Context: an optimization exercise on an open-source flow, tuned for small area, a short achievable clock period and few clock cycles per item. The choices shown serve that exercise and are no tape-out recipe. Function was checked by simulation only, so behaviour that the tests miss may differ from the original. Power figures rest on the tool's default switching activity, not on a simulated workload.

==> flow/design.v <==
module erf_decoder (
    input  wire         clk,
    input  wire         rst,
    input  wire         in_valid,
    output wire         in_ready,
    input  wire         in_vreset,
    input  wire         in_en,
    input  wire [119:0] in_pkt,
    output reg          out_valid,
    input  wire         out_ready,
    output wire         out_trigger,
    output wire [4:0]   out_err,
    output reg  [39:0]  out_ts,
    output reg  [1:0]   out_seq,
    output reg  [7:0]   out_sync,
    output reg  [15:0]  out_crc_rx,
    output wire [15:0]  out_crc_calc,
    output reg  [31:0]  out_flags_lo,
    output reg  [5:0]   out_flags_hi,
    output reg  [2:0]   out_grp_r,
    output reg  [2:0]   out_grp_s,
    output reg  [3:0]   out_pkt_err,
    output reg          out_mode,
    output reg  [4:0]   out_aux
);
    wire [15:0]  synd_in;
    wire cx0 = in_pkt[64] ^ in_pkt[92];
    wire cx1 = in_pkt[20] ^ in_pkt[91];
    wire cx2 = in_pkt[35] ^ in_pkt[113];
    wire cx3 = in_pkt[57] ^ in_pkt[118];
    wire cx4 = in_pkt[106] ^ in_pkt[119];
    wire cx5 = in_pkt[44] ^ in_pkt[63];
    wire cx6 = in_pkt[89] ^ in_pkt[111];
    wire cx7 = in_pkt[86] ^ in_pkt[112];
    wire cx8 = in_pkt[43] ^ cx5;
    wire cx9 = in_pkt[88] ^ in_pkt[94];
    wire cx10 = in_pkt[71] ^ cx4;
    wire cx11 = in_pkt[85] ^ cx0;
    wire cx12 = in_pkt[25] ^ in_pkt[105];
    wire cx13 = in_pkt[45] ^ in_pkt[65];
    wire cx14 = in_pkt[23] ^ in_pkt[29];
    wire cx15 = in_pkt[72] ^ cx1;
    wire cx16 = in_pkt[66] ^ in_pkt[87];
    wire cx17 = in_pkt[33] ^ in_pkt[61];
    wire cx18 = in_pkt[16] ^ in_pkt[62];
    wire cx19 = in_pkt[26] ^ in_pkt[27];
    wire cx20 = in_pkt[24] ^ in_pkt[30];
    wire cx21 = in_pkt[19] ^ in_pkt[90];
    wire cx22 = in_pkt[32] ^ in_pkt[107];
    wire cx23 = in_pkt[22] ^ in_pkt[28];
    wire cx24 = in_pkt[60] ^ in_pkt[70];
    wire cx25 = in_pkt[47] ^ cx2;
    wire cx26 = in_pkt[18] ^ in_pkt[83];
    wire cx27 = cx3 ^ cx18;
    wire cx28 = in_pkt[37] ^ cx6;
    wire cx29 = in_pkt[31] ^ in_pkt[104];
    wire cx30 = in_pkt[17] ^ in_pkt[21];
    wire cx31 = in_pkt[93] ^ cx13;
    wire cx32 = in_pkt[82] ^ cx9;
    wire cx33 = in_pkt[41] ^ cx17;
    wire cx34 = in_pkt[84] ^ in_pkt[110];
    wire cx35 = in_pkt[34] ^ cx7;
    wire cx36 = in_pkt[67] ^ cx24;
    wire cx37 = in_pkt[96] ^ in_pkt[99];
    wire cx38 = in_pkt[95] ^ cx19;
    wire cx39 = in_pkt[59] ^ in_pkt[69];
    wire cx40 = in_pkt[49] ^ in_pkt[74];
    wire cx41 = in_pkt[97] ^ in_pkt[115];
    wire cx42 = in_pkt[46] ^ in_pkt[108];
    wire cx43 = in_pkt[40] ^ in_pkt[50];
    wire cx44 = in_pkt[52] ^ cx30;
    wire cx45 = in_pkt[73] ^ in_pkt[100];
    wire cx46 = in_pkt[42] ^ in_pkt[98];
    wire cx47 = in_pkt[117] ^ cx37;
    wire cx48 = in_pkt[48] ^ in_pkt[68];
    wire cx49 = in_pkt[116] ^ cx12;
    wire cx50 = in_pkt[102] ^ cx23;
    wire cx51 = in_pkt[39] ^ in_pkt[101];
    wire cx52 = cx14 ^ cx21;
    wire cx53 = cx22 ^ cx34;
    wire cx54 = cx16 ^ cx25;
    wire cx55 = in_pkt[38] ^ in_pkt[81];
    wire cx56 = cx8 ^ cx11;
    wire cx57 = in_pkt[36] ^ in_pkt[114];
    wire cx58 = in_pkt[51] ^ in_pkt[76];
    wire cx59 = cx15 ^ cx20;
    wire cx60 = in_pkt[78] ^ cx50;
    wire cx61 = in_pkt[75] ^ in_pkt[109];
    wire cx62 = cx31 ^ cx35;
    wire cx63 = in_pkt[54] ^ in_pkt[103];
    wire cx64 = in_pkt[56] ^ in_pkt[58];
    wire cx65 = cx46 ^ cx55;
    wire cx66 = cx10 ^ cx38;
    wire cx67 = cx27 ^ cx65;
    wire cx68 = cx49 ^ cx52;
    wire cx69 = in_pkt[75] ^ in_pkt[77];
    wire cx70 = cx43 ^ cx69;
    wire cx71 = cx33 ^ cx53;
    wire cx72 = cx40 ^ cx64;
    wire cx73 = cx32 ^ cx44;
    wire cx74 = in_pkt[55] ^ cx29;
    wire cx75 = cx48 ^ cx57;
    wire cx76 = in_pkt[110] ^ cx58;
    wire cx77 = cx56 ^ cx62;
    wire cx78 = cx39 ^ cx45;
    wire cx79 = cx42 ^ cx51;
    wire cx80 = cx41 ^ cx63;
    wire cx81 = cx15 ^ cx28;
    wire cx82 = cx2 ^ cx61;
    wire cx83 = in_pkt[38] ^ cx7;
    wire cx84 = cx66 ^ cx67;
    wire cx85 = cx78 ^ cx83;
    wire cx86 = cx0 ^ cx44;
    wire cx87 = in_pkt[23] ^ in_pkt[105];
    wire cx88 = in_pkt[68] ^ cx26;
    wire cx89 = in_pkt[79] ^ cx10;
    wire cx90 = in_pkt[71] ^ cx29;
    wire cx91 = cx36 ^ cx80;
    wire cx92 = in_pkt[18] ^ in_pkt[92];
    wire cx93 = in_pkt[17] ^ in_pkt[79];
    wire cx94 = in_pkt[29] ^ in_pkt[39];
    wire cx95 = in_pkt[53] ^ in_pkt[99];
    wire cx96 = cx72 ^ cx88;
    wire cx97 = in_pkt[28] ^ in_pkt[80];
    wire cx98 = cx14 ^ cx95;
    wire cx99 = cx47 ^ cx82;
    wire cx100 = in_pkt[58] ^ in_pkt[106];
    wire cx101 = in_pkt[114] ^ cx4;
    wire cx102 = in_pkt[66] ^ in_pkt[69];
    wire cx103 = in_pkt[20] ^ in_pkt[44];
    wire cx104 = in_pkt[35] ^ in_pkt[97];
    wire cx105 = in_pkt[96] ^ in_pkt[116];
    wire cx106 = in_pkt[91] ^ in_pkt[108];
    wire cx107 = in_pkt[16] ^ in_pkt[31];
    wire cx108 = cx6 ^ cx106;
    wire cx109 = in_pkt[32] ^ in_pkt[103];
    wire cx110 = cx40 ^ cx102;
    wire cx111 = in_pkt[74] ^ in_pkt[98];
    wire cx112 = in_pkt[48] ^ in_pkt[90];
    wire cx113 = in_pkt[21] ^ in_pkt[53];
    wire cx114 = cx56 ^ cx60;
    wire cx115 = in_pkt[80] ^ in_pkt[119];
    wire cx116 = cx11 ^ cx70;
    wire cx117 = cx3 ^ cx9;
    wire cx118 = cx85 ^ cx86;
    wire cx119 = cx43 ^ cx112;
    wire cx120 = in_pkt[33] ^ in_pkt[111];
    wire cx121 = cx12 ^ cx120;
    wire cx122 = cx26 ^ cx115;
    wire cx123 = cx32 ^ cx76;
    wire cx124 = cx28 ^ cx75;
    wire cx125 = in_pkt[72] ^ in_pkt[86];
    wire cx126 = in_pkt[19] ^ in_pkt[81];
    wire cx127 = cx20 ^ cx104;
    wire cx128 = cx54 ^ cx124;
    wire cx129 = cx79 ^ cx122;
    wire cx130 = in_pkt[61] ^ in_pkt[67];
    wire cx131 = cx22 ^ cx130;
    wire cx132 = in_pkt[30] ^ in_pkt[63];
    wire cx133 = in_pkt[40] ^ in_pkt[85];
    wire cx134 = cx116 ^ cx129;
    wire cx135 = cx66 ^ cx73;
    wire cx136 = in_pkt[51] ^ in_pkt[113];
    wire cx137 = cx107 ^ cx126;
    wire cx138 = in_pkt[46] ^ cx39;
    wire cx139 = in_pkt[27] ^ in_pkt[36];
    wire cx140 = in_pkt[0] ^ in_pkt[107];
    wire cx141 = cx1 ^ cx41;
    wire cx142 = cx42 ^ cx45;
    wire cx143 = cx57 ^ cx100;
    wire cx144 = cx113 ^ cx140;
    wire cx145 = cx36 ^ cx38;
    wire cx146 = cx76 ^ cx117;
    wire cx147 = cx121 ^ cx137;
    wire cx148 = cx141 ^ cx142;
    wire cx149 = cx143 ^ cx144;
    wire cx150 = cx54 ^ cx145;
    wire cx151 = cx146 ^ cx147;
    wire cx152 = cx148 ^ cx149;
    wire cx153 = cx77 ^ cx150;
    wire cx154 = cx151 ^ cx152;
    wire cx155 = cx153 ^ cx154;
    assign synd_in[0] = ~cx155;
    wire cx156 = in_pkt[1] ^ in_pkt[54];
    wire cx157 = in_pkt[58] ^ in_pkt[59];
    wire cx158 = in_pkt[77] ^ in_pkt[101];
    wire cx159 = in_pkt[109] ^ in_pkt[115];
    wire cx160 = cx0 ^ cx23;
    wire cx161 = cx42 ^ cx103;
    wire cx162 = cx105 ^ cx111;
    wire cx163 = cx156 ^ cx157;
    wire cx164 = cx158 ^ cx159;
    wire cx165 = cx131 ^ cx160;
    wire cx166 = cx161 ^ cx162;
    wire cx167 = cx163 ^ cx164;
    wire cx168 = cx62 ^ cx165;
    wire cx169 = cx166 ^ cx167;
    wire cx170 = cx128 ^ cx135;
    wire cx171 = cx168 ^ cx169;
    wire cx172 = cx170 ^ cx171;
    assign synd_in[1] = ~cx172;
    wire cx173 = in_pkt[2] ^ in_pkt[26];
    wire cx174 = in_pkt[31] ^ in_pkt[34];
    wire cx175 = in_pkt[49] ^ in_pkt[55];
    wire cx176 = in_pkt[70] ^ in_pkt[86];
    wire cx177 = cx26 ^ cx48;
    wire cx178 = cx55 ^ cx58;
    wire cx179 = cx61 ^ cx100;
    wire cx180 = cx173 ^ cx174;
    wire cx181 = cx175 ^ cx176;
    wire cx182 = cx27 ^ cx47;
    wire cx183 = cx78 ^ cx177;
    wire cx184 = cx178 ^ cx179;
    wire cx185 = cx180 ^ cx181;
    wire cx186 = cx68 ^ cx81;
    wire cx187 = cx182 ^ cx183;
    wire cx188 = cx184 ^ cx185;
    wire cx189 = cx114 ^ cx186;
    wire cx190 = cx187 ^ cx188;
    wire cx191 = cx189 ^ cx190;
    assign synd_in[2] = ~cx191;
    wire cx192 = in_pkt[3] ^ in_pkt[50];
    wire cx193 = in_pkt[76] ^ in_pkt[77];
    wire cx194 = in_pkt[82] ^ in_pkt[87];
    wire cx195 = in_pkt[103] ^ in_pkt[117];
    wire cx196 = in_pkt[118] ^ cx1;
    wire cx197 = cx5 ^ cx19;
    wire cx198 = cx24 ^ cx51;
    wire cx199 = cx192 ^ cx193;
    wire cx200 = cx194 ^ cx195;
    wire cx201 = cx31 ^ cx52;
    wire cx202 = cx53 ^ cx72;
    wire cx203 = cx127 ^ cx196;
    wire cx204 = cx197 ^ cx198;
    wire cx205 = cx199 ^ cx200;
    wire cx206 = cx89 ^ cx201;
    wire cx207 = cx202 ^ cx203;
    wire cx208 = cx204 ^ cx205;
    wire cx209 = cx118 ^ cx206;
    wire cx210 = cx207 ^ cx208;
    wire cx211 = cx209 ^ cx210;
    assign synd_in[3] = ~cx211;
    wire cx212 = in_pkt[4] ^ in_pkt[25];
    wire cx213 = in_pkt[59] ^ in_pkt[107];
    wire cx214 = in_pkt[111] ^ cx16;
    wire cx215 = cx17 ^ cx24;
    wire cx216 = cx111 ^ cx113;
    wire cx217 = cx136 ^ cx139;
    wire cx218 = cx212 ^ cx213;
    wire cx219 = cx31 ^ cx90;
    wire cx220 = cx117 ^ cx214;
    wire cx221 = cx215 ^ cx216;
    wire cx222 = cx217 ^ cx218;
    wire cx223 = cx59 ^ cx60;
    wire cx224 = cx219 ^ cx220;
    wire cx225 = cx221 ^ cx222;
    wire cx226 = cx134 ^ cx223;
    wire cx227 = cx224 ^ cx225;
    wire cx228 = cx226 ^ cx227;
    assign synd_in[4] = ~cx228;
    wire cx229 = in_pkt[5] ^ in_pkt[45];
    wire cx230 = in_pkt[52] ^ in_pkt[64];
    wire cx231 = in_pkt[70] ^ in_pkt[87];
    wire cx232 = in_pkt[100] ^ cx133;
    wire cx233 = cx139 ^ cx229;
    wire cx234 = cx230 ^ cx231;
    wire cx235 = cx8 ^ cx27;
    wire cx236 = cx80 ^ cx82;
    wire cx237 = cx98 ^ cx232;
    wire cx238 = cx233 ^ cx234;
    wire cx239 = cx60 ^ cx71;
    wire cx240 = cx81 ^ cx89;
    wire cx241 = cx235 ^ cx236;
    wire cx242 = cx237 ^ cx238;
    wire cx243 = cx239 ^ cx240;
    wire cx244 = cx241 ^ cx242;
    wire cx245 = cx243 ^ cx244;
    assign synd_in[5] = ~cx245;
    wire cx246 = in_pkt[6] ^ in_pkt[37];
    wire cx247 = in_pkt[41] ^ in_pkt[43];
    wire cx248 = in_pkt[51] ^ in_pkt[93];
    wire cx249 = in_pkt[94] ^ in_pkt[101];
    wire cx250 = cx93 ^ cx97;
    wire cx251 = cx246 ^ cx247;
    wire cx252 = cx248 ^ cx249;
    wire cx253 = cx74 ^ cx250;
    wire cx254 = cx251 ^ cx252;
    wire cx255 = cx54 ^ cx59;
    wire cx256 = cx68 ^ cx91;
    wire cx257 = cx253 ^ cx254;
    wire cx258 = cx84 ^ cx255;
    wire cx259 = cx256 ^ cx257;
    wire cx260 = cx258 ^ cx259;
    assign synd_in[6] = cx260;
    wire cx261 = in_pkt[7] ^ in_pkt[73];
    wire cx262 = in_pkt[102] ^ cx64;
    wire cx263 = cx92 ^ cx94;
    wire cx264 = cx97 ^ cx261;
    wire cx265 = cx8 ^ cx47;
    wire cx266 = cx49 ^ cx65;
    wire cx267 = cx74 ^ cx75;
    wire cx268 = cx131 ^ cx262;
    wire cx269 = cx263 ^ cx264;
    wire cx270 = cx59 ^ cx265;
    wire cx271 = cx266 ^ cx267;
    wire cx272 = cx268 ^ cx269;
    wire cx273 = cx135 ^ cx270;
    wire cx274 = cx271 ^ cx272;
    wire cx275 = cx273 ^ cx274;
    assign synd_in[7] = cx275;
    wire cx276 = in_pkt[8] ^ in_pkt[65];
    wire cx277 = cx18 ^ cx23;
    wire cx278 = cx57 ^ cx94;
    wire cx279 = cx109 ^ cx132;
    wire cx280 = cx133 ^ cx276;
    wire cx281 = cx35 ^ cx36;
    wire cx282 = cx47 ^ cx138;
    wire cx283 = cx277 ^ cx278;
    wire cx284 = cx279 ^ cx280;
    wire cx285 = cx54 ^ cx81;
    wire cx286 = cx96 ^ cx123;
    wire cx287 = cx281 ^ cx282;
    wire cx288 = cx283 ^ cx284;
    wire cx289 = cx285 ^ cx286;
    wire cx290 = cx287 ^ cx288;
    wire cx291 = cx289 ^ cx290;
    assign synd_in[8] = cx291;
    wire cx292 = in_pkt[9] ^ in_pkt[83];
    wire cx293 = in_pkt[84] ^ in_pkt[88];
    wire cx294 = in_pkt[95] ^ cx3;
    wire cx295 = cx41 ^ cx132;
    wire cx296 = cx292 ^ cx293;
    wire cx297 = cx33 ^ cx36;
    wire cx298 = cx52 ^ cx70;
    wire cx299 = cx90 ^ cx294;
    wire cx300 = cx295 ^ cx296;
    wire cx301 = cx297 ^ cx298;
    wire cx302 = cx299 ^ cx300;
    wire cx303 = cx118 ^ cx128;
    wire cx304 = cx301 ^ cx302;
    wire cx305 = cx303 ^ cx304;
    assign synd_in[9] = ~cx305;
    wire cx306 = in_pkt[10] ^ in_pkt[21];
    wire cx307 = in_pkt[22] ^ in_pkt[25];
    wire cx308 = in_pkt[45] ^ in_pkt[47];
    wire cx309 = in_pkt[78] ^ in_pkt[94];
    wire cx310 = cx21 ^ cx45;
    wire cx311 = cx48 ^ cx92;
    wire cx312 = cx105 ^ cx125;
    wire cx313 = cx306 ^ cx307;
    wire cx314 = cx308 ^ cx309;
    wire cx315 = cx8 ^ cx28;
    wire cx316 = cx79 ^ cx110;
    wire cx317 = cx127 ^ cx310;
    wire cx318 = cx311 ^ cx312;
    wire cx319 = cx313 ^ cx314;
    wire cx320 = cx71 ^ cx315;
    wire cx321 = cx316 ^ cx317;
    wire cx322 = cx318 ^ cx319;
    wire cx323 = cx84 ^ cx320;
    wire cx324 = cx321 ^ cx322;
    wire cx325 = cx323 ^ cx324;
    assign synd_in[10] = cx325;
    wire cx326 = in_pkt[11] ^ in_pkt[53];
    wire cx327 = in_pkt[60] ^ in_pkt[65];
    wire cx328 = in_pkt[79] ^ in_pkt[92];
    wire cx329 = in_pkt[100] ^ in_pkt[115];
    wire cx330 = cx30 ^ cx51;
    wire cx331 = cx87 ^ cx125;
    wire cx332 = cx326 ^ cx327;
    wire cx333 = cx328 ^ cx329;
    wire cx334 = cx50 ^ cx101;
    wire cx335 = cx110 ^ cx119;
    wire cx336 = cx330 ^ cx331;
    wire cx337 = cx332 ^ cx333;
    wire cx338 = cx67 ^ cx99;
    wire cx339 = cx123 ^ cx334;
    wire cx340 = cx335 ^ cx336;
    wire cx341 = cx337 ^ cx338;
    wire cx342 = cx339 ^ cx340;
    wire cx343 = cx341 ^ cx342;
    assign synd_in[11] = cx343;
    wire cx344 = in_pkt[12] ^ in_pkt[22];
    wire cx345 = in_pkt[24] ^ in_pkt[49];
    wire cx346 = in_pkt[57] ^ in_pkt[60];
    wire cx347 = in_pkt[89] ^ in_pkt[102];
    wire cx348 = cx13 ^ cx19;
    wire cx349 = cx63 ^ cx103;
    wire cx350 = cx344 ^ cx345;
    wire cx351 = cx346 ^ cx347;
    wire cx352 = cx25 ^ cx33;
    wire cx353 = cx35 ^ cx49;
    wire cx354 = cx98 ^ cx137;
    wire cx355 = cx348 ^ cx349;
    wire cx356 = cx350 ^ cx351;
    wire cx357 = cx73 ^ cx352;
    wire cx358 = cx353 ^ cx354;
    wire cx359 = cx355 ^ cx356;
    wire cx360 = cx134 ^ cx357;
    wire cx361 = cx358 ^ cx359;
    wire cx362 = cx360 ^ cx361;
    assign synd_in[12] = cx362;
    wire cx363 = in_pkt[13] ^ in_pkt[17];
    wire cx364 = in_pkt[42] ^ in_pkt[55];
    wire cx365 = in_pkt[73] ^ in_pkt[109];
    wire cx366 = in_pkt[112] ^ in_pkt[117];
    wire cx367 = cx20 ^ cx26;
    wire cx368 = cx29 ^ cx87;
    wire cx369 = cx363 ^ cx364;
    wire cx370 = cx365 ^ cx366;
    wire cx371 = cx27 ^ cx32;
    wire cx372 = cx108 ^ cx119;
    wire cx373 = cx367 ^ cx368;
    wire cx374 = cx369 ^ cx370;
    wire cx375 = cx71 ^ cx91;
    wire cx376 = cx371 ^ cx372;
    wire cx377 = cx373 ^ cx374;
    wire cx378 = cx114 ^ cx375;
    wire cx379 = cx376 ^ cx377;
    wire cx380 = cx378 ^ cx379;
    assign synd_in[13] = ~cx380;
    wire cx381 = in_pkt[14] ^ in_pkt[24];
    wire cx382 = in_pkt[62] ^ in_pkt[95];
    wire cx383 = in_pkt[109] ^ in_pkt[118];
    wire cx384 = cx34 ^ cx46;
    wire cx385 = cx93 ^ cx109;
    wire cx386 = cx136 ^ cx381;
    wire cx387 = cx382 ^ cx383;
    wire cx388 = cx10 ^ cx33;
    wire cx389 = cx74 ^ cx108;
    wire cx390 = cx384 ^ cx385;
    wire cx391 = cx386 ^ cx387;
    wire cx392 = cx68 ^ cx96;
    wire cx393 = cx388 ^ cx389;
    wire cx394 = cx390 ^ cx391;
    wire cx395 = cx77 ^ cx392;
    wire cx396 = cx393 ^ cx394;
    wire cx397 = cx395 ^ cx396;
    assign synd_in[14] = cx397;
    wire cx398 = in_pkt[15] ^ in_pkt[18];
    wire cx399 = in_pkt[26] ^ in_pkt[42];
    wire cx400 = in_pkt[50] ^ in_pkt[52];
    wire cx401 = in_pkt[56] ^ in_pkt[57];
    wire cx402 = in_pkt[62] ^ in_pkt[80];
    wire cx403 = in_pkt[94] ^ in_pkt[104];
    wire cx404 = cx16 ^ cx21;
    wire cx405 = cx398 ^ cx399;
    wire cx406 = cx400 ^ cx401;
    wire cx407 = cx402 ^ cx403;
    wire cx408 = cx53 ^ cx101;
    wire cx409 = cx121 ^ cx138;
    wire cx410 = cx404 ^ cx405;
    wire cx411 = cx406 ^ cx407;
    wire cx412 = cx59 ^ cx99;
    wire cx413 = cx408 ^ cx409;
    wire cx414 = cx410 ^ cx411;
    wire cx415 = cx77 ^ cx412;
    wire cx416 = cx413 ^ cx414;
    wire cx417 = cx415 ^ cx416;
    assign synd_in[15] = cx417;
    wire [3:0]   synd_nz_in = {|synd_in[15:12], |synd_in[11:8], |synd_in[7:4], |synd_in[3:0]};
    wire [39:0] i_ts   = in_pkt[119:80];
    wire [1:0]  i_seq  = in_pkt[25:24];
    wire [7:0]  i_sync = in_pkt[23:16];
    wire [7:0]  b3 = in_pkt[31:24];
    wire [7:0]  b4 = in_pkt[39:32];
    wire [7:0]  b5 = in_pkt[47:40];
    wire [7:0]  b6 = in_pkt[55:48];
    wire [7:0]  b7 = in_pkt[63:56];
    wire [7:0]  b8 = in_pkt[71:64];
    wire [7:0]  b9 = in_pkt[79:72];
    wire [37:0] i_flags = {b9, b8, b7[7:1], b6[5:0], b5[7:3], b4[7:4]};
    wire [135:0] i_res = {i_ts, i_seq, i_sync, in_pkt[15:0], synd_in, i_flags,
                          b5[0], b5[1], b5[2], b6[6], b6[7], b7[0],
                          b4[3:0], b3[7], b3[6:2]};
    reg          c_seq_have;
    reg  [1:0]   c_last_seq;
    reg          c_sync_have;
    reg          c_last_sync;   
    reg  [39:0]  c_last_ts;
    reg          u_seq;    
    reg          u_sync;   
    reg          u_ts;     
    reg          r_trig;
    reg          r_seq_bad;
    reg          r_sync_rep;
    reg          r_sync_bad;
    reg          r_ts_bad;
    reg  [15:0]  r_synd;
    reg  [3:0]   r_synd_nz;
    assign out_crc_calc = r_synd ^ out_crc_rx;
    wire crc_ok = (r_synd_nz == 4'd0);
    assign out_trigger = r_trig & crc_ok;
    assign out_err     = crc_ok ? {r_ts_bad, r_sync_bad, r_sync_rep, r_seq_bad, 1'b0} : 5'h01;
    reg          c_ts_nz;
    reg          r_ts_nz;
    wire         e_seq  = u_seq  & crc_ok;
    wire         e_sync = u_sync & crc_ok;
    wire         e_ts   = u_ts   & crc_ok;
    wire         s_seq_have  = c_seq_have | e_seq;
    wire [1:0]   s_last_seq  = e_seq ? out_seq : c_last_seq;
    wire         s_sync_have = c_sync_have | e_sync;
    wire         s_last_sync = e_sync ? out_sync[0] : c_last_sync;
    wire [39:0]  s_last_ts   = e_ts ? out_ts : c_last_ts;
    wire         s_ts_nz     = e_ts ? r_ts_nz : c_ts_nz;
    assign in_ready = !out_valid || out_ready;
    wire acc     = in_valid && in_ready;
    wire acc_dec = acc && !in_vreset;
    wire clr     = rst || (acc && in_vreset);
    wire hold    = out_valid && !out_ready;
    wire ld      = !hold && in_en;
    wire tc_g0_0 = i_ts[0] & ~s_last_ts[0];
    wire tc_p0_0 = i_ts[0] | ~s_last_ts[0];
    wire tc_g1_0 = i_ts[1] & ~s_last_ts[1];
    wire tc_p1_0 = i_ts[1] | ~s_last_ts[1];
    wire tc_g2_0 = i_ts[2] & ~s_last_ts[2];
    wire tc_p2_0 = i_ts[2] | ~s_last_ts[2];
    wire tc_g3_0 = i_ts[3] & ~s_last_ts[3];
    wire tc_p3_0 = i_ts[3] | ~s_last_ts[3];
    wire tc_g4_0 = i_ts[4] & ~s_last_ts[4];
    wire tc_p4_0 = i_ts[4] | ~s_last_ts[4];
    wire tc_g5_0 = i_ts[5] & ~s_last_ts[5];
    wire tc_p5_0 = i_ts[5] | ~s_last_ts[5];
    wire tc_g6_0 = i_ts[6] & ~s_last_ts[6];
    wire tc_p6_0 = i_ts[6] | ~s_last_ts[6];
    wire tc_g7_0 = i_ts[7] & ~s_last_ts[7];
    wire tc_p7_0 = i_ts[7] | ~s_last_ts[7];
    wire tc_g8_0 = i_ts[8] & ~s_last_ts[8];
    wire tc_p8_0 = i_ts[8] | ~s_last_ts[8];
    wire tc_g9_0 = i_ts[9] & ~s_last_ts[9];
    wire tc_p9_0 = i_ts[9] | ~s_last_ts[9];
    wire tc_g10_0 = i_ts[10] & ~s_last_ts[10];
    wire tc_p10_0 = i_ts[10] | ~s_last_ts[10];
    wire tc_g11_0 = i_ts[11] & ~s_last_ts[11];
    wire tc_p11_0 = i_ts[11] | ~s_last_ts[11];
    wire tc_g12_0 = i_ts[12] & ~s_last_ts[12];
    wire tc_p12_0 = i_ts[12] | ~s_last_ts[12];
    wire tc_g13_0 = i_ts[13] & ~s_last_ts[13];
    wire tc_p13_0 = i_ts[13] | ~s_last_ts[13];
    wire tc_g14_0 = i_ts[14] & ~s_last_ts[14];
    wire tc_p14_0 = i_ts[14] | ~s_last_ts[14];
    wire tc_g15_0 = i_ts[15] & ~s_last_ts[15];
    wire tc_p15_0 = i_ts[15] | ~s_last_ts[15];
    wire tc_g16_0 = i_ts[16] & ~s_last_ts[16];
    wire tc_p16_0 = i_ts[16] | ~s_last_ts[16];
    wire tc_g17_0 = i_ts[17] & ~s_last_ts[17];
    wire tc_p17_0 = i_ts[17] | ~s_last_ts[17];
    wire tc_g18_0 = i_ts[18] & ~s_last_ts[18];
    wire tc_p18_0 = i_ts[18] | ~s_last_ts[18];
    wire tc_g19_0 = i_ts[19] & ~s_last_ts[19];
    wire tc_p19_0 = i_ts[19] | ~s_last_ts[19];
    wire tc_g20_0 = i_ts[20] & ~s_last_ts[20];
    wire tc_p20_0 = i_ts[20] | ~s_last_ts[20];
    wire tc_g21_0 = i_ts[21] & ~s_last_ts[21];
    wire tc_p21_0 = i_ts[21] | ~s_last_ts[21];
    wire tc_g22_0 = i_ts[22] & ~s_last_ts[22];
    wire tc_p22_0 = i_ts[22] | ~s_last_ts[22];
    wire tc_g23_0 = i_ts[23] & ~s_last_ts[23];
    wire tc_p23_0 = i_ts[23] | ~s_last_ts[23];
    wire tc_g24_0 = i_ts[24] & ~s_last_ts[24];
    wire tc_p24_0 = i_ts[24] | ~s_last_ts[24];
    wire tc_g25_0 = i_ts[25] & ~s_last_ts[25];
    wire tc_p25_0 = i_ts[25] | ~s_last_ts[25];
    wire tc_g26_0 = i_ts[26] & ~s_last_ts[26];
    wire tc_p26_0 = i_ts[26] | ~s_last_ts[26];
    wire tc_g27_0 = i_ts[27] & ~s_last_ts[27];
    wire tc_p27_0 = i_ts[27] | ~s_last_ts[27];
    wire tc_g28_0 = i_ts[28] & ~s_last_ts[28];
    wire tc_p28_0 = i_ts[28] | ~s_last_ts[28];
    wire tc_g29_0 = i_ts[29] & ~s_last_ts[29];
    wire tc_p29_0 = i_ts[29] | ~s_last_ts[29];
    wire tc_g30_0 = i_ts[30] & ~s_last_ts[30];
    wire tc_p30_0 = i_ts[30] | ~s_last_ts[30];
    wire tc_g31_0 = i_ts[31] & ~s_last_ts[31];
    wire tc_p31_0 = i_ts[31] | ~s_last_ts[31];
    wire tc_g32_0 = i_ts[32] & ~s_last_ts[32];
    wire tc_p32_0 = i_ts[32] | ~s_last_ts[32];
    wire tc_g33_0 = i_ts[33] & ~s_last_ts[33];
    wire tc_p33_0 = i_ts[33] | ~s_last_ts[33];
    wire tc_g34_0 = i_ts[34] & ~s_last_ts[34];
    wire tc_p34_0 = i_ts[34] | ~s_last_ts[34];
    wire tc_g35_0 = i_ts[35] & ~s_last_ts[35];
    wire tc_p35_0 = i_ts[35] | ~s_last_ts[35];
    wire tc_g36_0 = i_ts[36] & ~s_last_ts[36];
    wire tc_p36_0 = i_ts[36] | ~s_last_ts[36];
    wire tc_g37_0 = i_ts[37] & ~s_last_ts[37];
    wire tc_p37_0 = i_ts[37] | ~s_last_ts[37];
    wire tc_g38_0 = i_ts[38] & ~s_last_ts[38];
    wire tc_p38_0 = i_ts[38] | ~s_last_ts[38];
    wire tc_g39_0 = i_ts[39] & ~s_last_ts[39];
    wire tc_p39_0 = i_ts[39] | ~s_last_ts[39];
    wire tc_g0_1 = tc_g1_0 | (tc_p1_0 & tc_g0_0);
    wire tc_p0_1 = tc_p1_0 & tc_p0_0;
    wire tc_g1_1 = tc_g3_0 | (tc_p3_0 & tc_g2_0);
    wire tc_p1_1 = tc_p3_0 & tc_p2_0;
    wire tc_g2_1 = tc_g5_0 | (tc_p5_0 & tc_g4_0);
    wire tc_p2_1 = tc_p5_0 & tc_p4_0;
    wire tc_g3_1 = tc_g7_0 | (tc_p7_0 & tc_g6_0);
    wire tc_p3_1 = tc_p7_0 & tc_p6_0;
    wire tc_g4_1 = tc_g9_0 | (tc_p9_0 & tc_g8_0);
    wire tc_p4_1 = tc_p9_0 & tc_p8_0;
    wire tc_g5_1 = tc_g11_0 | (tc_p11_0 & tc_g10_0);
    wire tc_p5_1 = tc_p11_0 & tc_p10_0;
    wire tc_g6_1 = tc_g13_0 | (tc_p13_0 & tc_g12_0);
    wire tc_p6_1 = tc_p13_0 & tc_p12_0;
    wire tc_g7_1 = tc_g15_0 | (tc_p15_0 & tc_g14_0);
    wire tc_p7_1 = tc_p15_0 & tc_p14_0;
    wire tc_g8_1 = tc_g17_0 | (tc_p17_0 & tc_g16_0);
    wire tc_p8_1 = tc_p17_0 & tc_p16_0;
    wire tc_g9_1 = tc_g19_0 | (tc_p19_0 & tc_g18_0);
    wire tc_p9_1 = tc_p19_0 & tc_p18_0;
    wire tc_g10_1 = tc_g21_0 | (tc_p21_0 & tc_g20_0);
    wire tc_p10_1 = tc_p21_0 & tc_p20_0;
    wire tc_g11_1 = tc_g23_0 | (tc_p23_0 & tc_g22_0);
    wire tc_p11_1 = tc_p23_0 & tc_p22_0;
    wire tc_g12_1 = tc_g25_0 | (tc_p25_0 & tc_g24_0);
    wire tc_p12_1 = tc_p25_0 & tc_p24_0;
    wire tc_g13_1 = tc_g27_0 | (tc_p27_0 & tc_g26_0);
    wire tc_p13_1 = tc_p27_0 & tc_p26_0;
    wire tc_g14_1 = tc_g29_0 | (tc_p29_0 & tc_g28_0);
    wire tc_p14_1 = tc_p29_0 & tc_p28_0;
    wire tc_g15_1 = tc_g31_0 | (tc_p31_0 & tc_g30_0);
    wire tc_p15_1 = tc_p31_0 & tc_p30_0;
    wire tc_g16_1 = tc_g33_0 | (tc_p33_0 & tc_g32_0);
    wire tc_p16_1 = tc_p33_0 & tc_p32_0;
    wire tc_g17_1 = tc_g35_0 | (tc_p35_0 & tc_g34_0);
    wire tc_p17_1 = tc_p35_0 & tc_p34_0;
    wire tc_g18_1 = tc_g37_0 | (tc_p37_0 & tc_g36_0);
    wire tc_p18_1 = tc_p37_0 & tc_p36_0;
    wire tc_g19_1 = tc_g39_0 | (tc_p39_0 & tc_g38_0);
    wire tc_p19_1 = tc_p39_0 & tc_p38_0;
    wire tc_g0_2 = tc_g1_1 | (tc_p1_1 & tc_g0_1);
    wire tc_p0_2 = tc_p1_1 & tc_p0_1;
    wire tc_g1_2 = tc_g3_1 | (tc_p3_1 & tc_g2_1);
    wire tc_p1_2 = tc_p3_1 & tc_p2_1;
    wire tc_g2_2 = tc_g5_1 | (tc_p5_1 & tc_g4_1);
    wire tc_p2_2 = tc_p5_1 & tc_p4_1;
    wire tc_g3_2 = tc_g7_1 | (tc_p7_1 & tc_g6_1);
    wire tc_p3_2 = tc_p7_1 & tc_p6_1;
    wire tc_g4_2 = tc_g9_1 | (tc_p9_1 & tc_g8_1);
    wire tc_p4_2 = tc_p9_1 & tc_p8_1;
    wire tc_g5_2 = tc_g11_1 | (tc_p11_1 & tc_g10_1);
    wire tc_p5_2 = tc_p11_1 & tc_p10_1;
    wire tc_g6_2 = tc_g13_1 | (tc_p13_1 & tc_g12_1);
    wire tc_p6_2 = tc_p13_1 & tc_p12_1;
    wire tc_g7_2 = tc_g15_1 | (tc_p15_1 & tc_g14_1);
    wire tc_p7_2 = tc_p15_1 & tc_p14_1;
    wire tc_g8_2 = tc_g17_1 | (tc_p17_1 & tc_g16_1);
    wire tc_p8_2 = tc_p17_1 & tc_p16_1;
    wire tc_g9_2 = tc_g19_1 | (tc_p19_1 & tc_g18_1);
    wire tc_p9_2 = tc_p19_1 & tc_p18_1;
    wire tc_g0_3 = tc_g1_2 | (tc_p1_2 & tc_g0_2);
    wire tc_p0_3 = tc_p1_2 & tc_p0_2;
    wire tc_g1_3 = tc_g3_2 | (tc_p3_2 & tc_g2_2);
    wire tc_p1_3 = tc_p3_2 & tc_p2_2;
    wire tc_g2_3 = tc_g5_2 | (tc_p5_2 & tc_g4_2);
    wire tc_p2_3 = tc_p5_2 & tc_p4_2;
    wire tc_g3_3 = tc_g7_2 | (tc_p7_2 & tc_g6_2);
    wire tc_p3_3 = tc_p7_2 & tc_p6_2;
    wire tc_g4_3 = tc_g9_2 | (tc_p9_2 & tc_g8_2);
    wire tc_p4_3 = tc_p9_2 & tc_p8_2;
    wire tc_g0_4 = tc_g1_3 | (tc_p1_3 & tc_g0_3);
    wire tc_p0_4 = tc_p1_3 & tc_p0_3;
    wire tc_g1_4 = tc_g3_3 | (tc_p3_3 & tc_g2_3);
    wire tc_p1_4 = tc_p3_3 & tc_p2_3;
    wire tc_g0_5 = tc_g1_4 | (tc_p1_4 & tc_g0_4);
    wire tc_p0_5 = tc_p1_4 & tc_p0_4;
    wire tc_g0_6 = tc_g4_3 | (tc_p4_3 & tc_g0_5);
    wire ts_gt = tc_g0_6;
    wire sync_bad = !((i_sync == 8'h55) || (i_sync == 8'hAA));
    wire seq_bad_c  = c_seq_have && (i_seq != c_last_seq + 2'd1);
    wire seq_bad_o  = (i_seq != out_seq + 2'd1);
    wire seq_bad    = e_seq ? seq_bad_o : seq_bad_c;
    wire sync_rep_c = c_sync_have && (i_sync[0] == c_last_sync);
    wire sync_rep_o = (i_sync[0] == out_sync[0]);
    wire sync_rep   = e_sync ? sync_rep_o : sync_rep_c;
    wire ts_bad     = s_ts_nz && !ts_gt;
    wire [135:0] res_q = {out_ts, out_seq, out_sync, out_crc_rx, r_synd,
                          out_flags_hi, out_flags_lo, out_grp_r, out_grp_s,
                          out_pkt_err, out_mode, out_aux};
    wire [135:0] res_d = ({136{ld}} & i_res) | ({136{hold}} & res_q);
    always @(posedge clk) begin
        if (clr) begin
            c_seq_have  <= 1'b0;
            c_last_seq  <= 2'd0;
            c_sync_have <= 1'b0;
            c_last_sync <= 1'b0;
            c_last_ts   <= 40'd0;
            c_ts_nz     <= 1'b0;
        end else begin
            c_seq_have  <= s_seq_have;
            c_last_seq  <= s_last_seq;
            c_sync_have <= s_sync_have;
            c_last_sync <= s_last_sync;
            c_last_ts   <= s_last_ts;
            c_ts_nz     <= s_ts_nz;
        end
        if (rst || !acc_dec) begin
            u_seq  <= 1'b0;
            u_sync <= 1'b0;
            u_ts   <= 1'b0;
        end else begin
            u_seq  <= in_en;
            u_sync <= in_en && !sync_bad;
            u_ts   <= in_en && !sync_bad && !ts_bad;
        end
        if (rst)
            out_valid <= 1'b0;
        else if (acc)
            out_valid <= !in_vreset;
        else if (out_ready)
            out_valid <= 1'b0;
        if (!hold) begin
            r_trig     <= in_en && !sync_bad;
            r_seq_bad  <= in_en && seq_bad;
            r_sync_bad <= in_en && sync_bad;
            r_sync_rep <= in_en && !sync_bad && sync_rep;
            r_ts_bad   <= in_en && !sync_bad && ts_bad;
            r_ts_nz    <= in_en && (i_ts != 40'd0);
            r_synd_nz  <= {4{in_en}} & synd_nz_in;
        end
        {out_ts, out_seq, out_sync, out_crc_rx, r_synd,
         out_flags_hi, out_flags_lo, out_grp_r, out_grp_s,
         out_pkt_err, out_mode, out_aux} <= res_d;
    end
endmodule
==> flow/flow/run.sh <==
#!/bin/bash
# ORFS layout with these changes:
#  - synthesis maps the logic with flow/map.abc (structural choices and
#    area-recovering mapping, keeping the XOR network of the RTL) instead of
#    ORFS's delay-first ABC script; everything else in synthesis, including
#    the flip-flop mapping, is synth_recipe.tcl unchanged;
#  - the port buffers are buf_1 cells (buffer_ports otherwise picks
#    clkdlybuf4s50_1 delay cells).
set -euo pipefail
W=$(pwd)
{
  echo "proc abc {args} { set i [lsearch \$args -script]; if {\$i >= 0} { lset args [expr {\$i+1}] $W/flow/map.abc }; yosys abc {*}\$args }"
  cat synth_recipe.tcl
} > flow_synth.tcl
sed "s#SYNTH_SCRIPT=[^ ]*#SYNTH_SCRIPT=$W/flow_synth.tcl#" standard.sh > flow_standard.sh
grep -q "SYNTH_SCRIPT=$W/flow_synth.tcl" flow_standard.sh
export BUFFER_PORTS_ARGS="-buffer_cell sky130_fd_sc_hd__buf_1"
bash flow_standard.sh > standard.log 2>&1
==> flow/flow/map.abc <==
&get -n
&st
&dch
&nf
&put
==> flow/standard.sh <==
#!/bin/bash
# synth_recipe.tcl (not shown) runs the flow's synth.tcl, then flattens the netlist and writes it again
# the make line also repeats each setting of config.mk as NAME=value (left out here)
make -C /OpenROAD-flow-scripts/flow DESIGN_CONFIG=/design/flow/config.mk WORK_HOME=/design/flow/orfs CLKGATE_MAP_FILE= SYNTH_SCRIPT=/design/flow/synth_recipe.tcl "${@:-finish}"
==> flow/config.mk <==
export PLATFORM = sky130hd
export DESIGN_NAME = erf_decoder
export DESIGN_NICKNAME = erf_decoder
export VERILOG_FILES = /design/flow/design.v
export SDC_FILE = /design/flow/constraint.sdc
export NUM_CORES = 4
export LEC_CHECK = 0
export CAP_MARGIN = 20
export CORE_MARGIN = 2
export CORE_UTILIZATION = 60
export CTS_BUF_LIST = sky130_fd_sc_hd__clkbuf_8
export PLACE_DENSITY = 0.7
export SETUP_SLACK_MARGIN = 2.85
export SLEW_MARGIN = 20
==> flow/constraint.sdc <==
create_clock -name core_clock -period 6.0 [get_ports {clk}]
set_input_delay 1.2000 -clock core_clock [delete_from_list [all_inputs] [get_ports {clk}]]
set_output_delay 1.2000 -clock core_clock [all_outputs]
set_load 0.01 [all_outputs]
==> results of run 1 <==
## metal layers
layer	track usage, %	up-vias	wire [um]
met2	57.88	417	16430
li1	-	4212	-
met3	5.111	71	2376
met5	0	-	0
met4	13.97	0	1180
met1	46.12	4409	14160
## per-stage QoR
stage | instances | power, mW
after floorplan | 1026 | 3.204
after global placement | 1525 | 3.750
after detailed placement | 1525 | 3.756
after CTS | 1560 | 4.625
after global routing | 1563 | 4.902
final | 1563 | 4.696
## logic make-up (layout without fill, tap and decap cells)
| group | count (synthesis) | after routing | share of synthesized area, % |
|---|---|---|---|
| AOI/OAI and AO/OA | 209 | 209 | 16.01 |
| xor gates and xnor gates | 432 | 432 | 36.17 |
| buffers and inverters | 10 | 319 | 0.3537 |
| DFF | 196 | 196 | 37.91 |
| muxes | 38 | 38 | 3.584 |
| and+or+nand+nor | 141 | 144 | 5.977 |
## worst max-delay path, stage by stage
cell and delay [ps]:
sky130_fd_sc_hd__buf_1 320, sky130_fd_sc_hd__xor2_2 380, sky130_fd_sc_hd__xnor2_2 230, sky130_fd_sc_hd__xor2_2 320
sky130_fd_sc_hd__xor2_1 380, sky130_fd_sc_hd__xnor2_1 140, sky130_fd_sc_hd__xnor2_1 160, sky130_fd_sc_hd__nor4_1 230
sky130_fd_sc_hd__nor2_1 70
## cells in the final DEF, fill, tap and decap left out, types with 6 or more instances in the layout
cell type / instances
sky130_fd_sc_hd__xnor2_1: 282
sky130_fd_sc_hd__clkbuf_2: 11
sky130_fd_sc_hd__edfxtp_1: 10
sky130_fd_sc_hd__xnor2_2: 24
sky130_fd_sc_hd__a22oi_1: 12
sky130_fd_sc_hd__o211ai_1: 6
sky130_fd_sc_hd__buf_2: 13
sky130_fd_sc_hd__buf_4: 6
sky130_fd_sc_hd__nand2_1: 21
sky130_fd_sc_hd__a22o_1: 131
sky130_fd_sc_hd__a21oi_1: 7
sky130_fd_sc_hd__buf_1: 245
sky130_fd_sc_hd__dfxtp_1: 186
sky130_fd_sc_hd__nor3_1: 7
sky130_fd_sc_hd__xor2_2: 23
sky130_fd_sc_hd__o21ai_1: 9
sky130_fd_sc_hd__o21ai_0: 6
sky130_fd_sc_hd__mux2i_1: 29
sky130_fd_sc_hd__xor2_1: 98
sky130_fd_sc_hd__nor2_1: 72
sky130_fd_sc_hd__clkinv_1: 9
sky130_fd_sc_hd__a21o_1: 6
sky130_fd_sc_hd__o22ai_1: 6
sky130_fd_sc_hd__and2_0: 6
sky130_fd_sc_hd__clkbuf_8: 17
sky130_fd_sc_hd__nor4_1: 17
## cell type report
class,count,area [sq um]
Inverter,10,42.54
Clock inverter,15,142.6
Clock buffer,17,234.0
Multi-Input combinational cell,823,7107
Timing Repair Buffer,277,1125
Tap cell,225,281.5
Sequential cell,196,4024
Fill cell,1349,4340
## path summary, 6_finish.rpt
kind | from | end | depth (start not counted)
max | in_pkt[22] | r_synd_nz[3] | 9
min | r_synd[0] | r_synd[0] | 2
max reg2reg | r_synd_nz[1] | u_ts | 11
min reg2reg | r_synd[0] | r_synd[0] | 2
## registers in the layout, indices dropped and copies added, names as in the netlist, 2 cells and up
| register | flops |
|---|---|
| c_last_seq | 2 |
| out_grp_s | 3 |
| c_last_ts | 40 |
| out_flags_hi | 6 |
| r_synd | 16 |
| out_seq | 2 |
| out_pkt_err | 4 |
| out_sync | 8 |
| out_flags_lo | 32 |
| out_aux | 5 |
| out_ts | 40 |
| out_crc_rx | 16 |
| r_synd_nz | 4 |
| out_grp_r | 3 |
## timing repair
| item | CTS | global route |
|---|---|---|
| endpoints found under the setup margin | 20 | 99 |
| gates resized for setup | 42 | 45 |
| hold endpoints to repair | 0 | 0 |
| setup buffers | 3 | 0 |
| gates cloned | 0 | 3 |
| pin swaps | 3 | 2 |
## power breakdown
| group | switching (mW) | internal (mW) | leakage (nW) |
|---|---|---|---|
| sequential | 0.0895 | 1.45 | 1.65 |
| combinational | 1.24 | 1.08 | 3.16 |
| clock | 0.535 | 0.306 | 0.190 |
==> impl_summary.log, run 1 <==
[metrics] RSZ-0062 raised after global routing: true
[metrics] Setup Slack @ Placement: 1928 ps
[metrics] Warnings, synthesis: 1
[metrics] Final Worst Setup Slack: 2790 ps
[metrics] part of the Yosys area used for sequential elements: 37.91%
[metrics] H-Tree Depth: 4
[metrics] async set or reset register ratio after synthesis: 0%
[metrics] kind of critical path: in2reg
[metrics] standard-cell row count: 48
[metrics] Area growth syn-to-layout: 22.07%
[metrics] total of flip-flops plus latches after synthesis: 196
[metrics] R2R Setup Slk: 2950 ps
[metrics] largest area contributor in the netlist: sky130_fd_sc_hd__dfxtp_1
[metrics] status: complete, no violations
[metrics] type of the most critical hold path: reg2reg
[metrics] capturing element type of the critical path: register
[metrics] transition time of the tightest slew-check pin: 1186 ps
[metrics] clock buffer depth: 2
[metrics] Mean Syn Cell Area: 10.34 sq um
[metrics] cell area after synthesis: 10610 sq um
[metrics] placed wire-length estimate after detailed placement: 25940 um
[metrics] largest net degree at the start of global routing: 71
[metrics] post-route cell area: 12960 sq um
[metrics] post-DR vias/cell: 5.828
[metrics] cell types with the largest area share after synthesis: sky130_fd_sc_hd__dfxtp_1, sky130_fd_sc_hd__xnor2_1, sky130_fd_sc_hd__a22o_1, sky130_fd_sc_hd__xor2_1, sky130_fd_sc_hd__mux2i_1
[metrics] first-pass GRT wire length: 48930 um
[metrics] initial DRC count: 723
[metrics] number of sinks driven by the clock tree: 196
[metrics] detailed-router iteration count before antenna repair: 7
[metrics] core area: 17300 sq um
[metrics] Max Cap Violations: 0
[metrics] total of buffers placed on input and output ports: 269
[metrics] CP startpoint kind: input pin
[metrics] Commonest cells post-synth: sky130_fd_sc_hd__xnor2_1, sky130_fd_sc_hd__dfxtp_1, sky130_fd_sc_hd__a22o_1, sky130_fd_sc_hd__xor2_1, sky130_fd_sc_hd__nor2_1
[metrics] Post-Route Setup TNS: 0 ps
[metrics] count of boundary I/O pins: 270
[metrics] post-route fraction of the period consumed by the critical path: 53.50%
[metrics] WHS: 475.0 ps
[metrics] remaining global-route overflow: 0
[metrics] number of buffers inserted during clock tree synthesis: 17
[metrics] post-route DRC violation count: 0
[metrics] synthesized instance count: 1026
[metrics] total die area: 18770 sq um
[metrics] leading cell type by number of instances after synthesis: sky130_fd_sc_hd__xnor2_1
[metrics] Peak VDD IR: 259.6 uV
[metrics] maximum clock frequency: 311.6 MHz
[metrics] share of Yosys cell area claimed by the top area cell type: 35.08%
[metrics] overall routing resource usage: 35.05%
[metrics] number of flops mapped to enable cells by yosys: 10
[metrics] clock edge transition at the registers on the reported setup and hold paths: 90 ps
[metrics] count of antenna-violating nets left after detailed routing: 0
[metrics] Routed WL per cell: 21.84 um
[metrics] crit-path max FO: 6
[metrics] leakage power of the design: 4.992 nW
[metrics] width of the die: 137.0 um
[metrics] required time of the worst setup path: 6230 ps
[metrics] PwrDens: 362.5 nW/um^2
[metrics] number of antenna violations at the first check in global routing: 0
[metrics] Data arrival, critical path: 3440 ps
[metrics] final critical delay including setup and external delays: 3210 ps
[metrics] final core occ: 74.91%
[metrics] layout net count: 1451
[metrics] die height: 137.0 um
[metrics] Post-Syn Nets: 1152
[metrics] setup clock skew after layout: 19.42 ps
[metrics] number of max-slew violations in the final report: 0
[metrics] total number of vias: 9109
[metrics] distinct cell type count of the synthesized netlist: 39
[metrics] final count of negative-setup-slack endpoints: 0
[metrics] final hold vios: 0
[metrics] Rel. slew slack: 20.83%
[metrics] layout cells sized above 1: 10.01%
[metrics] hold buffer count at cts: 0
[metrics] clock latency at the later pin of the worst-skew pair: 490 ps
[metrics] initial standard-cell utilization of the core: 61.36%
[metrics] Placed Area: 12050 sq um
[metrics] flip-flop cell with the highest count after synthesis: sky130_fd_sc_hd__dfxtp_1
[metrics] antenna fix cells: 0
[metrics] CTS tree: built
[metrics] routability-driven placement congestion ratio: 1.022
[metrics] Detailed Route WL: 34140 um
[metrics] via count of the first global-routing pass: 8434
[metrics] clock root buffer: sky130_fd_sc_hd__clkbuf_8
Testbench counts, summed over its fixed seeds: cycles 2,408, items 2,365.
==> inputs of run 2 (changes only) <==
--- a/flow/flow/run.sh
+++ b/flow/flow/run.sh
@@ -1,6 +1,6 @@
 #!/bin/bash
 # ORFS layout with these changes:
-#  - synthesis maps the logic with flow/map.abc (structural choices and
+#  - synthesis maps the logic with flow/map.abc (synch2 restructuring and
 #    area-recovering mapping, keeping the XOR network of the RTL) instead of
 #    ORFS's delay-first ABC script; everything else in synthesis, including
 #    the flip-flop mapping, is synth_recipe.tcl unchanged;
==> flow/flow/map.abc (replaced) <==
&get -n
&st
&synch2
&nf
&put
--- a/flow/config.mk
+++ b/flow/config.mk
@@ -10,5 +10,5 @@
 export CORE_UTILIZATION = 60
 export CTS_BUF_LIST = sky130_fd_sc_hd__clkbuf_8
 export PLACE_DENSITY = 0.7
-export SETUP_SLACK_MARGIN = 2.85
+export SETUP_SLACK_MARGIN = 2.9
 export SLEW_MARGIN = 20
==> run 2 against run 1 <==
Against the previous run:
- combinational power grew 5%
- sequential power hardly changed
- non-clock buffer count is 31 higher
- synthesized cell count about the same
- clock-buffer cell count is 1 higher
==> impl_summary.log, run 2 <==
[metrics] status: complete, no violations
[metrics] leading cell types in the layout, fill and taps excluded: sky130_fd_sc_hd__xnor2_1, sky130_fd_sc_hd__buf_1, sky130_fd_sc_hd__dfxtp_1
[metrics] main combinational cell family by area after synthesis: XOR/XNOR gates
[metrics] hold buffer count at cts: 0 (unchanged)
[metrics] post-route fraction of the period consumed by the critical path: 53.44% (about the same)
[metrics] number of sinks driven by the clock tree: 196 (unchanged)
[metrics] Data arrival, critical path: 3440 ps (about the same)
[metrics] Post-Synth Simple-Gate Area: 8.134% (+2.2 points)
[metrics] Warnings, synthesis: 1 (unchanged)
[metrics] overall routing resource usage: 36.57% (+1.5 points)
[metrics] total number of vias: 9279 (+1.9%)
[metrics] final critical delay including setup and external delays: 3207 ps (-3.140 ps)
[metrics] switching power as a share of total power: 39.73% (-0.080 points)
[metrics] Post-Syn Nets: 1153 (+0.087%)
[metrics] hold path startpoint: r_synd[4]
[metrics] H-Tree Depth: 4 (unchanged)
[metrics] async set or reset register ratio after synthesis: 0% (unchanged)
[metrics] fraction of the mapped netlist area in adder cells: 0.2884% (+0.29 points)
[metrics] synthesized instance count: 1027 (+0.097%)
[metrics] leakage power of the design: 5.462 nW (+9.4%)
[metrics] Peak VDD IR: 246.0 uV (-5.2%)
[metrics] Worst Hold Depth: 2 (unchanged)
[metrics] core area: 17120 sq um (-1.0%)
[metrics] remaining global-route overflow: 0 (unchanged)
[metrics] endpoint of the most critical register-to-register path: u_ts
[metrics] clock edge transition at the registers on the reported setup and hold paths: 100 ps (about the same)
[metrics] part of the Yosys area used for sequential elements: 38.64% (+0.73 points)
[metrics] first-pass GRT wire length: 49640 um (+1.4%)
[metrics] placed wire-length estimate after detailed placement: 25590 um (-1.3%)
[metrics] final count of negative-setup-slack endpoints: 0 (unchanged)
[metrics] R2R Setup Slk: 2920 ps (-30 ps)
[metrics] final hold vios: 0 (unchanged)
[metrics] count of boundary I/O pins: 270 (unchanged)
[metrics] leading cell type in the layout, fill and taps excluded: sky130_fd_sc_hd__xnor2_1
[metrics] multiplexer area fraction after synthesis: 3.761% (+0.18 points)
[metrics] flip-flop cell with the highest count after synthesis: sky130_fd_sc_hd__dfxtp_1
[metrics] count of antenna-violating nets left after detailed routing: 0 (unchanged)
[metrics] PwrDens: 358.0 nW/um^2 (-1.2%)
[metrics] worst reg-to-reg path cell count: 13 (+2)
[metrics] number of max-slew violations in the final report: 0 (unchanged)
[metrics] number of flops mapped to enable cells by yosys: 10 (unchanged)
[metrics] required time of the worst setup path: 6230 ps (about the same)
[metrics] Mean Syn Cell Area: 10.14 sq um (-2.0%)
[metrics] width of the die: 135.7 um (-0.92%)
[metrics] clock buffer depth: 2 (unchanged)
[metrics] proportion of power drawn by combinational gates: 49.9% (+0.5 points)
[metrics] number of antenna violations at the first check in global routing: 1 (+1)
[metrics] setup clock skew after layout: 19.19 ps (-0.2229 ps)
[metrics] CTS tree: built
[metrics] total die area: 18430 sq um (-1.8%)
[metrics] RSZ-0062 raised after global routing: true
[metrics] destination of the worst hold path: r_synd[4]
[metrics] final instance count without filler cells: 1595 (+2.0%)
[metrics] crit-path max FO: 3 (-3)
[metrics] Area growth syn-to-layout: 30.93%
[metrics] type of the most critical hold path: reg2reg
[metrics] clock root buffer: sky130_fd_sc_hd__clkbuf_8
[metrics] Int Power: 2.942 mW (+4.1%)
[metrics] capturing element type of the critical path: register
[metrics] Post-Route Setup TNS: 0 ps (unchanged)
[metrics] final core occ: 79.66% (+4.8 points)
[metrics] total of flip-flops plus latches after synthesis: 196 (unchanged)
[metrics] via count of the first global-routing pass: 8569 (+1.6%)
[metrics] Rel. slew slack: 30.28% (+9.5 points)
[metrics] largest area contributor in the netlist: sky130_fd_sc_hd__dfxtp_1
[metrics] cell area after synthesis: 10410 sq um (-1.9%)
[metrics] initial DRC count: 756 (+4.6%)
[metrics] die height: 135.7 um (-0.92%)
[metrics] post-route DRC violation count: 0 (unchanged)
[metrics] post-route cell area: 13630 sq um (+5.2%)
[metrics] detailed-router iteration count before antenna repair: 7 (unchanged)
[metrics] clock latency at the later pin of the worst-skew pair: 490 ps (about the same)
[metrics] total of buffers placed on input and output ports: 269 (unchanged)
[metrics] Max Cap Violations: 0 (unchanged)
[metrics] Detailed Route WL: 34350 um (+0.61%)
[metrics] parity-gate share of the synthesized area counting xor and xnor cells: 33.91% (-2.3 points)
[metrics] Worst R2R Start: r_synd_nz[0]
[metrics] transition time of the tightest slew-check pin: 1046 ps (-140.5 ps)
[metrics] Routed WL per cell: 21.53 um (-1.4%)
[metrics] post-DR vias/cell: 5.818 (-0.18%)
[metrics] routability-driven placement congestion ratio: 1.058 (+3.6%)
[metrics] kind of critical path: in2reg
[metrics] leading cell type by number of instances after synthesis: sky130_fd_sc_hd__xnor2_1
[metrics] largest net degree at the start of global routing: 79 (+11%)
[metrics] CP startpoint kind: input pin
[metrics] maximum clock frequency: 311.9 MHz (about the same)
[metrics] Placed Area: 12160 sq um (+0.85%)
[metrics] antenna fix cells: 0 (unchanged)
[metrics] layout net count: 1483 (+2.2%)
[metrics] share of Yosys cell area claimed by the top area cell type: 35.76% (+0.67 points)
[metrics] standard-cell row count: 48 (unchanged)
[metrics] fraction of the mapped netlist area in compound gates: 15.05% (-0.95 points)
[metrics] worst setup path start: in_pkt[32]
[metrics] Commonest cells post-synth: sky130_fd_sc_hd__xnor2_1, sky130_fd_sc_hd__dfxtp_1, sky130_fd_sc_hd__a22o_1, sky130_fd_sc_hd__xor2_1, sky130_fd_sc_hd__nor2_1
[metrics] sequential share of power: 31.3% (-1.4 points)
[metrics] switching power: 1.939 mW (+3.7%)
[metrics] part of the power in the clock network: 18.7% (+0.8 points)
[metrics] layout cells sized above 1: 18.03% (+8.0 points)
[metrics] initial standard-cell utilization of the core: 60.84% (-0.52 points)
[metrics] number of buffers inserted during clock tree synthesis: 17 (unchanged)
[metrics] cell types with the largest area share after synthesis: sky130_fd_sc_hd__dfxtp_1, sky130_fd_sc_hd__xnor2_1, sky130_fd_sc_hd__a22o_1, sky130_fd_sc_hd__xor2_1, sky130_fd_sc_hd__mux2i_1
[metrics] distinct cell type count of the synthesized netlist: 41 (+5.1%)
[metrics] number of instances in the placed design: 1532 (+0.46%)
## run 2: changes by cell type in the layout (fill, tap and decap cells not counted), moves of 10 or more
cell / delta
sky130_fd_sc_hd__buf_2: +28
sky130_fd_sc_hd__a22o_1: -10
sky130_fd_sc_hd__xor2_4: +11
sky130_fd_sc_hd__nand3_1: +20
sky130_fd_sc_hd__buf_1: -38
sky130_fd_sc_hd__xor2_2: -12
sky130_fd_sc_hd__xnor2_1: -26
sky130_fd_sc_hd__xor2_1: -41
sky130_fd_sc_hd__nand2_1: +38
sky130_fd_sc_hd__xnor2_2: +29
sky130_fd_sc_hd__buf_4: +30
## run 2: cell type report
type	count	area, sq um
Sequential cell	196	4025
Inverter	6	28.78
Timing Repair Buffer	308	1446
Tap cell	225	281.5
Fill cell	1157	3482
Clock inverter	14	181.4
Clock buffer	18	247.7
Multi-Input combinational cell	828	7423
## run 2: worst max path at each step
stage / cells after the start / slack (ps) / end
floorplan: 2 / 840 / in_ready
global placement: 10 / 1770 / r_synd_nz[3]
detailed placement: 10 / 1780 / r_synd_nz[3]
CTS: 6 / 2870 / out_err[4]
global route: 6 / 2800 / out_err[4]
finish: 10 / 2790 / r_synd_nz[3]
## run 2: cells by family (layout without fill, tap and decap cells)
| group | Yosys count | count (layout) |
|---|---|---|
| XOR/XNOR | 400 | 400 |
| multiplexers | 39 | 39 |
| flip-flops | 196 | 196 |
| adder cells (fa/ha/maj) | 3 | 3 |
| AND/OR/NAND/NOR | 190 | 193 |
| AO/OA/AOI/OAI | 193 | 193 |
| buffers and inverters | 6 | 346 |
## run 2: timing repair
item	in CTS	in global routing
gates cloned	2	1
pin swaps	18	15
resized for setup	110	65
buffers inserted	19	9
setup endpoints to repair	14	12
## run 2: per-stage QoR
step                total power, mW  hold slack [ps]  setup WS [ps]
floorplan                     3.200            429.6          841.5
global placement              3.744            438.7           1769
detailed placement            3.765            442.9           1783
CTS                           4.780            457.6           2871
global route                  5.106            472.7           2800
finish                        4.881            454.5           2793
## run 2: metal layers
metal | vias up | wire, um | part of all wire [%] | track usage (%)
met5 | - | 0 | 0 | 0
met4 | 0 | 1212 | 3.5 | 14.81
met3 | 73 | 2392 | 7.0 | 5.574
met2 | 423 | 16470 | 48 | 59.99
met1 | 4503 | 14270 | 42 | 48.47
li1 | 4280 | - | - | -
## run 2: worst max-delay path, cell delays in order
cell and delay (ps):
sky130_fd_sc_hd__buf_2 160, sky130_fd_sc_hd__xor2_4 200, sky130_fd_sc_hd__xnor2_2 190, sky130_fd_sc_hd__xnor2_2 300, sky130_fd_sc_hd__xnor2_1 150, sky130_fd_sc_hd__xnor2_1 290
sky130_fd_sc_hd__xnor2_1 170, sky130_fd_sc_hd__xnor3_1 260, sky130_fd_sc_hd__xor2_1 190, sky130_fd_sc_hd__o41a_1 330
## run 2: power by group through the flow
stage | combinational, mW | sequential, mW | clock [mW]
after detailed placement | 2.21 | 1.56 | 0
after floorplan | 1.63 | 1.57 | 0
after global routing | 2.60 | 1.54 | 0.965
after global placement | 2.19 | 1.55 | 0
after CTS | 2.34 | 1.53 | 0.916
final | 2.44 | 1.53 | 0.914
==> inputs of run 3 (changes only) <==
--- a/flow/flow/run.sh
+++ b/flow/flow/run.sh
@@ -1,6 +1,6 @@
 #!/bin/bash
 # ORFS layout with these changes:
-#  - synthesis maps the logic with flow/map.abc (synch2 restructuring and
+#  - synthesis maps the logic with flow/map.abc (structural choices and
 #    area-recovering mapping, keeping the XOR network of the RTL) instead of
 #    ORFS's delay-first ABC script; everything else in synthesis, including
 #    the flip-flop mapping, is synth_recipe.tcl unchanged;
==> flow/flow/map.abc (replaced) <==
&get -n
&st
&dch
&nf
&put
==> run 3 against run 2 <==
Against the previous run:
- synthesized cell count about the same
- sequential power about the same
- clock skew decreased by 0.77 ps
- critical path depth decreased by 1
- die area increased by 1.9%
- area after synthesis increased by 1.9%
- sequential share of layout area increased by 0.84 points
- hold slack improved by 18 ps
- maximum frequency increased by 3.0%
- non-clock buffer count decreased by 25
- largest cell class unchanged
- largest power group unchanged
==> impl_summary.log, run 3 <==
[metrics] status: complete, no violations
[metrics] Warnings, synthesis: 1 (unchanged)
[metrics] leakage power of the design: 5.177 nW (-5.2%)
[metrics] via count of the first global-routing pass: 8425 (-1.7%)
[metrics] delay of the slowest critical-path stage: 410 ps (+80 ps)
[metrics] cell area after synthesis: 10610 sq um (+1.9%)
[metrics] proportion of power drawn by combinational gates: 49.9% (about the same)
[metrics] total number of vias: 9204 (-0.81%)
[metrics] crit-path max FO: 3 (unchanged)
[metrics] leading cell type in the layout, fill and taps excluded: sky130_fd_sc_hd__xnor2_1
[metrics] sequential share of power: 32.3% (+1.0 points)
[metrics] leading cell type by number of instances after synthesis: sky130_fd_sc_hd__xnor2_1
[metrics] hold buffer count at cts: 0 (unchanged)
[metrics] count of antenna-violating nets left after detailed routing: 0 (unchanged)
[metrics] Post-Syn Nets: 1152 (-0.087%)
[metrics] PwrDens: 358.2 nW/um^2 (about the same)
[metrics] transition time of the tightest slew-check pin: 1169 ps (+123.4 ps)
[metrics] Data arrival, critical path: 3350 ps (-90 ps)
[metrics] maximum clock frequency: 321.1 MHz (+3.0%)
[metrics] slowest cell on the critical path: sky130_fd_sc_hd__xor2_1
[metrics] CTS tree: built
[metrics] final instance count without filler cells: 1568 (-1.7%)
[metrics] Commonest cells post-synth: sky130_fd_sc_hd__xnor2_1, sky130_fd_sc_hd__dfxtp_1, sky130_fd_sc_hd__a22o_1, sky130_fd_sc_hd__xor2_1, sky130_fd_sc_hd__nor2_1
[metrics] overall routing resource usage: 35.12% (-1.5 points)
[metrics] setup clock skew after layout: 18.42 ps (-0.7708 ps)
[metrics] Peak VDD IR: 257.2 uV (+4.5%)
[metrics] Rel. slew slack: 21.97% (-8.3 points)
[metrics] first-pass GRT wire length: 49000 um (-1.3%)
[metrics] post-route DRC violation count: 0 (unchanged)
[metrics] routability-driven placement congestion ratio: 1.022 (-3.4%)
[metrics] total of buffers placed on input and output ports: 269 (unchanged)
[metrics] share of Yosys cell area claimed by the top area cell type: 35.08% (-0.67 points)
[metrics] clock root buffer: sky130_fd_sc_hd__clkbuf_8
[metrics] list of cells traversed by the critical path: buf_1 > xor2_4 > xnor2_2 > xor2_2 > xor2_1 > xnor2_1 > xnor2_1 > nor4_1 > nor2_1
[metrics] capturing element type of the critical path: register
[metrics] standard-cell row count: 48 (unchanged)
[metrics] CP startpoint kind: input pin
[metrics] post-route fraction of the period consumed by the critical path: 51.91% (-1.5 points)
[metrics] number of instances in the placed design: 1525 (-0.46%)
[metrics] number of flops mapped to enable cells by yosys: 10 (unchanged)
[metrics] layout cells sized above 1: 13.55% (-4.5 points)
[metrics] kind of critical path: in2reg
[metrics] WHS: 472.0 ps (+17.57 ps)
[metrics] clock latency at the later pin of the worst-skew pair: 500 ps (about the same)
[metrics] clock edge transition at the registers on the reported setup and hold paths: 100 ps (about the same)
[metrics] type of the most critical hold path: reg2reg
[metrics] number of sinks driven by the clock tree: 196 (unchanged)
[metrics] clock buffer depth: 2 (unchanged)
[metrics] RSZ-0062 raised after global routing: true
## run 3: final cells by class
type	count	area, sq um
Multi-Input combinational cell	822	7311
Fill cell	1321	4043
Sequential cell	196	4024
Timing Repair Buffer	283	1216
Tap cell	225	281.5
Clock buffer	17	234.0
Clock inverter	15	142.6
Inverter	10	45.04
## run 3: path summary, 6_finish.rpt
path         depth (start not counted)            to         start
max                                  9  r_synd_nz[3]    in_pkt[28]
min reg2reg                          2     r_synd[0]     r_synd[0]
min                                  2     r_synd[0]     r_synd[0]
max reg2reg                         11      r_ts_bad  r_synd_nz[1]
## run 3: cells by family after synthesis
logic type             count (synthesis)  share of synthesized area [%]
flip-flops                           196                          37.91
AO/OA/AOI/OAI                        209                          16.01
buffers and inverters                 10                         0.3537
XOR/XNOR                             432                          36.17
multiplexers                          38                          3.584
AND/OR/NAND/NOR                      141                          5.977
## run 3: tightest hold or removal path, stage by stage, from the launching register on
cell and delay (ps):
sky130_fd_sc_hd__dfxtp_1 330, sky130_fd_sc_hd__nand2_1 60, sky130_fd_sc_hd__o21ai_1 50
## run 3: metrics by stage
| step | cell area [sq um] | util [%] | TNS (ps) | worst slack, ps |
|---|---|---|---|---|
| floorplan | 10720 | - | -19890 | -156.5 |
| global placement | 12050 | 69.69 | 0 | 1890 |
| detailed placement | 12050 | 69.69 | 0 | 1928 |
| CTS | 12750 | 73.74 | 0 | 2867 |
| global route | 13250 | 76.63 | 0 | 2769 |
| finish | 13250 | 76.63 | 0 | 2886 |
## run 3: power by group through the flow
stage | clock network [mW] | logic, mW | registers (mW)
after floorplan | 0 | 1.64 | 1.57
after global placement | 0 | 2.19 | 1.56
after detailed placement | 0 | 2.20 | 1.56
after CTS | 0.843 | 2.26 | 1.53
after global routing | 0.888 | 2.51 | 1.55
final | 0.845 | 2.37 | 1.53
## run 3: layer usage
metal / up-vias / global-route usage [%] / wire length [um]
met1: 4454 / 46.21 / 14150
met3: 77 / 5.111 / 2417
met5: - / 0 / 0
li1: 4219 / - / -
met4: 0 / 13.86 / 1224
met2: 454 / 58.10 / 16500
## run 3: timing repair
item                       CTS  global route
gates resized for setup     55            81
setup endpoints to repair   24           101
gates cloned                 0             2
buffers inserted             4             5
pin swaps                    5             7

separate check: timing with driven ports:
In the flow no input, the clock included, has a driving cell. The finished layouts below were timed again as built, in two steps.
Step 1, drivers: a clkbuf_16 drives clk and a buf_2 each remaining input, both assumed.
Step 2 adds t to the input delays and takes it off the output delays; t is the mean of the earliest and latest rising clock arrival at the registers after step 1. Input paths then give back, and output paths get back, about the clock's delay inside the block.
Slacks: ideal / step 1 / step 2; pairs: ideal / step 1.
| run | t, ns | setup slack, ns | worst hold slack (ns) |
|---|---|---|---|
| run 1 | 0.528 | 2.790 / 2.805 / 2.277 | 0.475 / 0.475 / 0.475 |
| run 2 | 0.526 | 2.793 / 2.789 / 2.293 | 0.454 / 0.454 / 0.454 |
| run 3 | 0.534 | 2.886 / 2.860 / 2.369 | 0.472 / 0.472 / 0.472 |
After both steps setup and hold are still met in every run listed. The setup slack of run 3, which loses most, moves by -0.026 ns with the drivers and by -0.517 ns with both steps.
